Source: an optimization exercise on an open RTL-to-GDS flow (aim: small area, a short achievable clock period and few clock cycles). Production flows keep margins and buffers that such runs may drop. At most, simulation tests tie the RTL to the original design; equivalence was not proved. No activity file was given, so power comes from the tool's default toggle rates.

Design mcproto_core, start of the top module:
module mcproto_core (
    input  wire        clk,
    input  wire        rst,
    input  wire        cmd_valid,
    output wire        cmd_ready,
    input  wire [3:0]  cmd_op,
    input  wire [63:0] cmd_val,
    input  wire [31:0] cmd_x,
    input  wire [31:0] cmd_y,
    input  wire [31:0] cmd_z,
    input  wire [31:0] cmd_ptr,
    input  wire [63:0] cmd_avail,
    input  wire [63:0] cmd_plen,
    input  wire        pin_valid,
    output wire        pin_ready,
    input  wire [7:0]  pin_data,
    output wire        mem_req,
    output wire        mem_we,
    output wire [31:0] mem_addr,
    output wire [7:0]  mem_wdata,
    input  wire        mem_gnt,
    input  wire [7:0]  mem_rdata,
    output wire        rsp_valid,
    output wire [2:0]  rsp_status,
    output wire [63:0] rsp_consumed,
    output wire [63:0] rsp_val,
    output wire [31:0] rsp_x,
    output wire [31:0] rsp_y,
    output wire [31:0] rsp_z,
    output wire        pout_valid,
    output wire [7:0]  pout_data
);
Settings: LEC_CHECK=0, CAP_MARGIN=20, CORE_MARGIN=2, CORE_UTILIZATION=40, SLEW_MARGIN=20; clock period 12.0 ns.
standard.sh (not shown) runs the stock make flow with config.mk's settings and CLKGATE_MAP_FILE= SYNTH_SCRIPT=/design/flow/synth_recipe.tcl, a recipe that flattens the netlist after the stock synthesis.
==> flow/flow/run.sh <==
#!/bin/bash
# Standard ORFS layout (bash standard.sh), with two changes to how it is made:
#  - the port buffers are sky130_fd_sc_hd__buf_1 rather than the delay buffer
#    buffer_ports picks by default;
#  - repair_timing aims for 6.5 ns of setup slack (a 5.5 ns path) instead of 0.
# The clock period and the constraints are the standard flow's, unchanged.
set -euo pipefail
export BUFFER_PORTS_ARGS="-buffer_cell sky130_fd_sc_hd__buf_1"
export SETUP_SLACK_MARGIN=6.5
bash standard.sh > standard_make.log 2>&1
The starting point went through all stages and came out clean.
Then changed:
--- a/flow/flow/run.sh
+++ b/flow/flow/run.sh
@@ -5 +5 @@
-#  - repair_timing aims for 6.5 ns of setup slack (a 5.5 ns path) instead of 0.
+#  - repair_timing aims for 7.5 ns of setup slack (a 4.5 ns path) instead of 0.
@@ -9 +9 @@
-export SETUP_SLACK_MARGIN=6.5
+export SETUP_SLACK_MARGIN=7.5
Outcome: Power climbs by about 0.4%. Non-clock buffer count climbs by 14. First-iteration DRC count climbs by about 3.7%. Cell area climbs by about 3.4%. Fmax climbs by about 15%.
Then changed:
--- a/flow/flow/run.sh
+++ b/flow/flow/run.sh
@@ -5 +5 @@
-#  - repair_timing aims for 7.5 ns of setup slack (a 4.5 ns path) instead of 0.
+#  - repair_timing aims for 7 ns of setup slack (a 5 ns path) instead of 0.
@@ -9 +9 @@
-export SETUP_SLACK_MARGIN=7.5
+export SETUP_SLACK_MARGIN=7
Outcome: Fmax falls by 7.9%. Wire length barely changes. Register-to-register slack is worse by 0.40 ns. Setup slack is worse by 0.39 ns. Area after synthesis stays the same. Via count is about the same. Cell count falls by 0.34%. Utilization falls by 1.3 points. Power rises by 2.0%. Worst hold slack is better by 0.044 ns.
Then changed:
--- a/flow/config.mk
+++ b/flow/config.mk
@@ -10 +10 @@
-export CORE_UTILIZATION = 40
+export CORE_UTILIZATION = 55
Via count rises by a few percent.
Worst hold slack degrades by 0.069 ns.
Core utilization is higher by 17 points.
Combinational power increases by a few percent.
Cell count drops by a few percent.
Die area goes down by a quarter to a third.
Cell area falls slightly.
Non-clock buffer count came out lower by 13.
Clock power drops by roughly a tenth.
No run of this note included a check of the RTL's function; only the layout flow was run.


== red ==
mcproto_core, a different RTL version from the one above (not shown whole).
Size: ~250 flip-flops, ~0.026 sq mm of cells after synthesis.
==> flow/design.v (excerpt) <==
module mcproto_core (
    input  wire        clk,
    input  wire        rst,
    input  wire        cmd_valid,
    output wire        cmd_ready,
    input  wire [3:0]  cmd_op,
    input  wire [63:0] cmd_val,
    input  wire [31:0] cmd_x,
    input  wire [31:0] cmd_y,
    input  wire [31:0] cmd_z,
    input  wire [31:0] cmd_ptr,
    input  wire [63:0] cmd_avail,
    input  wire [63:0] cmd_plen,
    input  wire        pin_valid,
    output wire        pin_ready,
    input  wire [7:0]  pin_data,
    output wire        mem_req,
    output wire        mem_we,
    output wire [31:0] mem_addr,
    output wire [7:0]  mem_wdata,
    input  wire        mem_gnt,
    input  wire [7:0]  mem_rdata,
    output wire        rsp_valid,
    output wire [2:0]  rsp_status,
    output wire [63:0] rsp_consumed,
    output wire [63:0] rsp_val,
    output wire [31:0] rsp_x,
    output wire [31:0] rsp_y,
    output wire [31:0] rsp_z,
    output wire        pout_valid,
    output wire [7:0]  pout_data
);
export LEC_CHECK = 0
export CAP_MARGIN = 20
export CORE_MARGIN = 2
export CORE_UTILIZATION = 40
export SLEW_MARGIN = 20
create_clock -name core_clock -period 12.0 [get_ports {clk}]
==> flow/flow/run.sh <==
#!/bin/bash
# Standard ORFS layout (bash standard.sh), with two changes to how it is made:
#  - the port buffers are sky130_fd_sc_hd__buf_1 rather than the delay buffer
#    buffer_ports picks by default;
#  - repair_timing aims for 8 ns of setup slack (a 4 ns path) instead of 0.
# The clock period and the constraints are the standard flow's, unchanged.
set -euo pipefail
export BUFFER_PORTS_ARGS="-buffer_cell sky130_fd_sc_hd__buf_1"
export SETUP_SLACK_MARGIN=8
bash standard.sh > standard_make.log 2>&1
Testbench counts of red, summed over its fixed seeds: cycles 35,042.
Setup changes, red to blue
==> flow/flow/run.sh <==
#!/bin/bash
# Standard ORFS layout (bash standard.sh), with two changes to how it is made:
#  - the port buffers are sky130_fd_sc_hd__buf_1 rather than the delay buffer
#    buffer_ports picks by default;
#  - repair_timing aims for 7 ns of setup slack (a 5 ns path) instead of 0.
# The clock period and the constraints are the standard flow's, unchanged.
set -euo pipefail
export BUFFER_PORTS_ARGS="-buffer_cell sky130_fd_sc_hd__buf_1"
export SETUP_SLACK_MARGIN=7
bash standard.sh > standard_make.log 2>&1
Notes after the runs:
blue: no failed stages, no open violations at the end
In the tables for red and blue, final worst-path cycle share reads higher with blue.
blue ended with less buffers inserted during post-CTS setup optimization than red.
blue vs. red: final RePlAce weighted congestion went up by 0.0057.
Measured against red, the switching power of the nets of blue comes out at 0.929 times the reference value.
Going from red to blue, achievable clock frequency went down 4.0%, worst slack on hold paths lower, count of clock-buffer cells in the layout lost 4.5%, overall routed net length now sits lower.
The final cell utilization of the core of blue is lower than that of red.
Going from red to blue, worst setup slack after layout shrinks by 0.20 ns.
Measured against each other, red and blue differ in logic gate share of total power, the lower figure coming from blue.

==> separate check: timing with driven ports <==
How much do the figures lean on ideal ports? The routed layouts below were timed once more, with nothing changed but the port constraints.
Step 1 sets driving cells, clkbuf_16 on the clock port and buf_2 on the other inputs (assumed; they add their load-dependent delay and slew).
Step 2 also shifts input and output timing later by t, the mid clock arrival at the registers, as if the neighbouring blocks saw the same clock.
Slacks: ideal ports / drivers / drivers and shift; pairs: ideal ports / drivers.
| run | t, ns | slack for setup (ns) | worst setup path after step 2 | worst register clock-pin slew, ns | pins driven straight from the clock port |
|---|---|---|---|---|---|
| the first run of note 1 | 0.641 | 6.690 / 6.737 / 6.095 | input to register | 0.07 / 0.07 | 1 |
| the second run of note 1 | 0.626 | 7.401 / 7.437 / 6.811 | input to register | 0.06 / 0.06 | 1 |
| the third run of note 1 | 0.641 | 7.008 / 7.057 / 6.416 | input to register | 0.07 / 0.07 | 1 |
| the fourth run of note 1 | 0.612 | 7.029 / 7.066 / 6.454 | input to register | 0.06 / 0.06 | 1 |
| red | 0.615 | 7.104 / 7.109 / 6.493 | input to register | 0.07 / 0.07 | 1 |
| blue | 0.627 | 6.899 / 6.939 / 6.311 | input to register | 0.07 / 0.07 | 1 |
After both steps every run listed still meets setup and hold. The setup slack of red, which loses most, moves by +0.005 ns with the drivers and by -0.611 ns with both steps.
